Background: an optimization exercise with open tools, aiming at small area, a short achievable clock period and few clock cycles per item. Do not read the settings as production practice.

==> flow/design.v (excerpt) <==
module fsk_goertzel_demod (
    input  wire        clk,
    input  wire        rst,
    input  wire        in_valid,
    output wire        in_ready,
    input  wire [1:0]  in_cmd,
    input  wire [15:0] in_data,
    input  wire [15:0] cfg_spb,
    input  wire [15:0] cfg_coeff0,
    input  wire [15:0] cfg_coeff1,
    output reg         out_valid,
    output reg  [7:0]  out_byte
);
Size: roughly 2,900 cells after synthesis, roughly 460 flip-flops, roughly 79 I/O pins.
clock: 20.0 ns
lec_check: 0
cap_margin: 20
core_margin: 2
core_utilization: 40
slew_margin: 20
standard.sh (not shown) runs the stock make flow with config.mk's settings and CLKGATE_MAP_FILE= SYNTH_SCRIPT=/design/flow/synth_recipe.tcl, a recipe that flattens the netlist after the stock synthesis.
==> flow/flow/run.sh <==
#!/bin/bash
# Own layout flow: the standard ORFS flow, with the port buffers chosen as
# buf_2 cells and timing repair aiming at a setup slack well above the 20 ns
# clock's (the clock period and all constraints are unchanged).
set -euo pipefail
export BUFFER_PORTS_ARGS="-buffer_cell sky130_fd_sc_hd__buf_2"
export SETUP_SLACK_MARGIN=15
bash standard.sh synth > synth.log 2>&1
bash standard.sh > layout.log 2>&1
The baseline passed the timing, design-rule and antenna checks.
Rerun with:
--- a/flow/design.v
+++ b/flow/design.v
@@ -30,37 +30,38 @@
     reg [5:0]  ec;
     reg [1:0]  ej;
     reg [24:0] m0, m1, m2;
     reg [25:0] d0, d1, d2;
     reg [27:0] acc;
     reg        sticky, last8, kill, eida;
     reg        f_ld, f_l4, f_v, f_pz, f_pd, f_ps, f_mc, f_pre, f_dec, f_e2, f_st, f_cl;
     reg        bq_one, bq_two, bq_neg;
     reg [2:0]  bcnt;
+    reg [6:0]  sh;           
     wire st_start = v0 && c0 == 2'd1;
     wire st_end   = v0 && c0 == 2'd2;
     wire st_smp   = v0 && c0 == 2'd0;
     wire do_start = st_start && !active && spb != 16'd0;
     wire do_end   = st_end && active;
     wire do_smp   = st_smp && active;
     wire do_pre   = do_smp && pre;
     wire do_data  = do_smp && !pre;
     wire trig     = do_data && wl;           
     wire clr      = do_start || do_end;
     wire        active_n = do_start ? 1'b1 : do_end ? 1'b0 : active;
     wire        pre_n    = do_start ? 1'b1 : (do_pre && wl && pcnt == 4'd15) ? 1'b0 : pre;
     wire [15:0] wcnt_n   = (clr || (do_smp && wl)) ? spb : do_smp ? wcnt - 16'd1 : wcnt;
     wire        wl_n     = wcnt_n == 16'd1;
     wire        dm_n     = active_n && !pre_n;      
     wire        ld_cfg   = !active_n;
     wire [3:0]  pcnt_n   = do_start ? 4'd0 : (do_pre && wl) ? pcnt + 4'd1 : pcnt;
     wire        pe_n     = active_n && pre_n && pcnt_n == 4'd15 && wl_n && spb == 16'd1;
-    wire [5:0]  ec_n = rst ? 6'd0 : trig ? 6'd1 : (ec == 6'd0 || ec == 6'd46) ? 6'd0 : ec + 6'd1;
+    wire [5:0]  ec_n = trig ? 6'd1 : (ec == 6'd0 || ec == 6'd46) ? 6'd0 : ec + 6'd1;
     wire        stall_n = trig || (ec_n != 6'd0 && ((wl_n && dm_n) || pe_n));
     wire        rdy_n   = !((in_valid && rdy && in_cmd == 2'd0 && dm_n) || stall_n);
     wire        rdy_o_n = !(stall_n || (in_valid && rdy_o && in_cmd == 2'd0 && dm_n));
     wire        commit  = do_data || cm2;
     wire        wlast_c = do_data ? wl : wl2;
     wire [15:0] xe  = frm ? 16'd0 : xr;
     wire [23:0] s2e = frm ? 24'd0 : s2b;       
     wire [23:0] s2m = fra ? 24'd0 : s2a;       
 wire p1_n0 = ca[1] & ~(ca[0] & 1'b0);
@@ -821,34 +822,34 @@
         m0 <= m1;
         m1 <= m2;
         m2 <= f_ld ? {s2b[23], s2b} : f_l4 ? acc[24:0] : m0;
         d0 <= d1;
         d1 <= d2;
         d2 <= f_ld ? {r2[23], r2, 1'b0} :
               (f_l4 || f_v) ? {sum[24:0], 1'b0} :
               {d0[25], d0[25], d0[25:3], d0[2]};
         acc <= sum;
-        ec  <= ec_n;
+        ec  <= rst ? 6'd0 : ec_n;
         ej  <= ej_n;
         if (f_cl) sticky <= 1'b0;
         else if (f_st && acc[1:0] != 2'd0) sticky <= 1'b1;
         f_ld  <= ec_n == 6'd2 || ec_n == 6'd3;
         f_l4  <= ec_n == 6'd4;
         f_v   <= ec_n == 6'd5 || ec_n == 6'd6;
         f_pz  <= ec_n == 6'd2 || ec_n == 6'd7;
         f_pd  <= ec_n == 6'd5 || ec_n == 6'd6;
         f_ps  <= ec_n >= 6'd8 && ej_n == 2'd0;
         f_st  <= ec_n >= 6'd8 && ej_n == 2'd0;
         f_cl  <= ec_n == 6'd7;
         f_mc  <= ec_n >= 6'd2 && ec_n <= 6'd4;
         f_pre <= ec_n >= 6'd2 && ec_n <= 6'd6;
         f_e2  <= ej_n == 2'd2;
-        f_dec <= ec_n == 6'd46;
+        f_dec <= ec_n == 6'd46 && !rst;
         bq_one <= d1[1] ^ d1[0];
         bq_two <= (d1[2] & ~d1[1] & ~d1[0]) | (~d1[2] & d1[1] & d1[0]);
         bq_neg <= d1[2];
         if (trig) begin
             eida  <= idb;
             last8 <= bcnt == 3'd7;
         end
         if (rst) begin
             rdy       <= 1'b1;
@@ -870,12 +871,14 @@
             kill   <= trig ? 1'b0 : (do_end && ec != 6'd0 && !last8) ? 1'b1 : kill;
             out_valid <= 1'b0;
             if (clr) bcnt <= 3'd0;
             if (f_dec && !kill_e) begin
                 if (!clr) bcnt <= last8 ? 3'd0 : bcnt + 3'd1;
                 out_valid <= last8;
             end
         end
     end
-    always @(posedge clk)
-        if (f_dec && !kill_e) out_byte <= {out_byte[6:0], bit_dec};
+    always @(posedge clk) begin
+        if (f_dec && !kill_e) sh <= {sh[5:0], bit_dec};
+        if (f_dec && last8) out_byte <= {sh, bit_dec};
+    end
 endmodule
The new run finished with timing, DRC and antenna clean; non-clock buffer count drops by 5; critical path depth is unchanged; die area is higher slightly; final cell count went up slightly; register-to-register slack degrades by 0.09 ns.
No run of this note included a check of the RTL's function; only the layout flow was run.

==> port drivers added, routing unchanged <==
The flow's constraints put no driver on any port. The routed layouts listed below were extracted and timed again, unchanged, in two steps.
Step 1 sets driving cells, clkbuf_16 on the clock port and buf_2 on the other inputs (assumed; they add their load-dependent delay and slew).
Step 2 also shifts input and output timing later by t, the mid clock arrival at the registers, as if the neighbouring blocks saw the same clock.
Slacks: ideal ports / drivers / drivers and shift; pairs: ideal ports / drivers.
run | t, ns | slack for setup (ns) | worst hold slack (ns) | latest minus earliest clock arrival (ns) | pins driven straight from the clock port
the first run | 0.642 | 14.866 / 14.809 / 14.568 | 0.314 / 0.314 / 0.314 | 0.036 / 0.036 | 1
the second run | 0.653 | 14.877 / 14.817 / 15.068 | 0.313 / 0.313 / 0.313 | 0.030 / 0.031 | 1
After both steps every run listed still meets setup and hold. For the first run, which loses most, drivers alone change the setup slack by -0.057 ns; drivers and shift together by -0.298 ns.
